Context: an optimization exercise on an open-source flow, tuned for small area, a short achievable clock period and few clock cycles. The choices shown serve that exercise and are no tape-out recipe. Power is estimated from default activity; no workload was simulated.

// rle_codec
module rle_codec (
    input  wire        clk,
    input  wire        rst,
    input  wire        in_valid,
    output wire        in_ready,
    input  wire [7:0]  in_data,
    input  wire        in_last,
    input  wire        in_mode,
    output wire        out_valid,
    input  wire        out_ready,
    output wire [7:0]  out_data,
    output wire        done,
    output wire        err,
    output wire [15:0] err_pos
);
    localparam NR = 128;        
    reg  [10:0] sq0, sq1;       
    reg         sv0, sv1;
    reg         in_rdy;
    reg  [7:0]  lastin;         
    assign in_ready = in_rdy;
    wire        push_in = in_valid && in_rdy;
    wire        pop_in;
    wire [10:0] nq = {in_data == lastin, in_mode, in_last, in_data};
    wire [7:0]  hd = sq0[7:0];
    wire        hl = sq0[8];
    wire        hm = sq0[9];
    wire        hs = sq0[10];
    wire        hv = sv0;
    always @(posedge clk) begin
        if (push_in) lastin <= in_data;
    end
    always @(posedge clk) begin
        if (rst) begin
            sv0    <= 1'b0;
            sv1    <= 1'b0;
            in_rdy <= 1'b1;
        end else begin
            if (pop_in) begin
                if (sv1) begin
                    sq0 <= sq1;
                    if (push_in) begin
                        sq1 <= nq;
                    end else begin
                        sv1 <= 1'b0;
                    end
  ...
Settings: LEC_CHECK=0, CAP_MARGIN=20, CORE_MARGIN=2, CORE_UTILIZATION=40, CTS_BUF_LIST=sky130_fd_sc_hd__clkbuf_8, CTS_CLUSTER_DIAMETER=60, CTS_CLUSTER_SIZE=18, PLACE_DENSITY=0.6, SETUP_SLACK_MARGIN=3.4, SLEW_MARGIN=20; clock period 6.0 ns.
run.sh (not shown) runs the stock make flow with config.mk's settings and CLKGATE_MAP_FILE= SYNTH_SCRIPT=/design/flow/synth_recipe.tcl, a recipe that flattens the netlist after the stock synthesis.
Then changed:
--- a/flow/design.v
+++ b/flow/design.v
@@ -99,72 +99,53 @@
                     else
                         nxt = {wk1, wd1};
                 end
             end
             always @(posedge clk) begin
                 {wfk[gw], wfd[gw]} <= nxt;
             end
         end
     endgenerate
-    wire [2:0] wf_cm1 = wf_cnt - 3'd1;
-    wire [2:0] wf_cp1 = wf_cnt + 3'd1;
-    wire [2:0] wf_cp2 = wf_cnt + 3'd2;
-    reg  [2:0] wf_cnt_n;
-    always @(*) begin
-        case ({wf_pop, wf_n})
-        3'b000:  wf_cnt_n = wf_cnt;
-        3'b001:  wf_cnt_n = wf_cp1;
-        3'b010:  wf_cnt_n = wf_cp2;
-        3'b100:  wf_cnt_n = wf_cm1;
-        3'b101:  wf_cnt_n = wf_cnt;
-        3'b110:  wf_cnt_n = wf_cp1;
-        default: wf_cnt_n = wf_cnt;
-        endcase
-    end
+    wire [2:0] wf_cnt_a = wf_cnt + {1'b0, wf_n};
+    wire [2:0] wf_cnt_b = wf_cnt + {1'b0, wf_n} - 3'd1;
     always @(posedge clk) begin
         if (rst) begin
             wf_cnt <= 3'd0;
             hflag  <= 1'b0;
         end else begin
-            wf_cnt <= wf_cnt_n;
+            wf_cnt <= wf_pop ? wf_cnt_b : wf_cnt_a;
             if (wf_pop)
                 hflag <= 1'b0;
             else if (ring_wr)
                 hflag <= 1'b1;
         end
     end
     reg        lf_push;
     reg  [6:0] lf_val;
     wire       lf_pop;
     reg  [6:0] lfd [0:7];
     reg  [2:0] lfw, lfr;
     reg  [3:0] lf_cnt;
     wire       lf_full = lf_cnt[3];
     wire       lf_ne   = (lf_cnt != 4'd0);
     wire [6:0] lf_h    = lfd[lfr];
-    wire [3:0] lf_cp1  = lf_cnt + 4'd1;
-    wire [3:0] lf_cm1  = lf_cnt - 4'd1;
     always @(posedge clk) begin
         if (lf_push) lfd[lfw] <= lf_val;
     end
     always @(posedge clk) begin
         if (rst) begin
             lfw    <= 3'd0;
             lfr    <= 3'd0;
             lf_cnt <= 4'd0;
         end else begin
             if (lf_push) lfw <= lfw + 3'd1;
             if (lf_pop)  lfr <= lfr + 3'd1;
-            case ({lf_push, lf_pop})
-            2'b10:   lf_cnt <= lf_cp1;
-            2'b01:   lf_cnt <= lf_cm1;
-            default: lf_cnt <= lf_cnt;
-            endcase
+            lf_cnt <= lf_cnt + {3'd0, lf_push} - {3'd0, lf_pop};
         end
     end
     reg  [7:0] rd [0:NR-1];
     reg        rm [0:NR-1];
     reg  [6:0] tid;
     reg  [6:0] tid1;            
     reg        rflush;          
     reg        scan;
     reg  [6:0] rp;
=> Global-route usage decreases by 0.95 points. Worst setup slack degrades by 0.0039 ns. Die area decreases by about 0.9%. Critical path depth decreases by 2. Final cell count decreases by 2.1%. Routed wire length decreases by 6.1%. Non-clock buffer count decreases by 29. Power increases by 3.1%. Maximum frequency stays flat. Design area decreases by 1.7%. Register-to-register slack hardly moves.
Function was not checked in any run of this note: the RTL went through the layout flow alone.

-- re-timing with driven ports --
The flow's constraints put no driver on any port. The routed layouts listed below were extracted and timed again, unchanged, in two steps.
Step 1, drivers: a clkbuf_16 drives clk and a buf_2 each remaining input, both assumed.
Step 2 moves the port delays by t, midway between the first and last clock arrival at a register: inputs arrive t later, outputs are due t later. That takes back most of the time a late clock gives input paths.
a / b / c = no drivers / after step 1 / after step 2; a / b = the first two.
run	shift t [ns]	setup WS [ns]	worst hold slack (ns)	cell pins on the clock port's net
the first run	0.800	2.868 / 2.868 / 2.777	0.288 / 0.288 / 0.288	1
the second run	0.802	2.864 / 2.864 / 2.743	0.323 / 0.323 / 0.323	1
After both steps setup and hold are still met in every run listed. For the second run, which loses most, drivers alone change the setup slack by 0.000 ns; drivers and shift together by -0.121 ns.
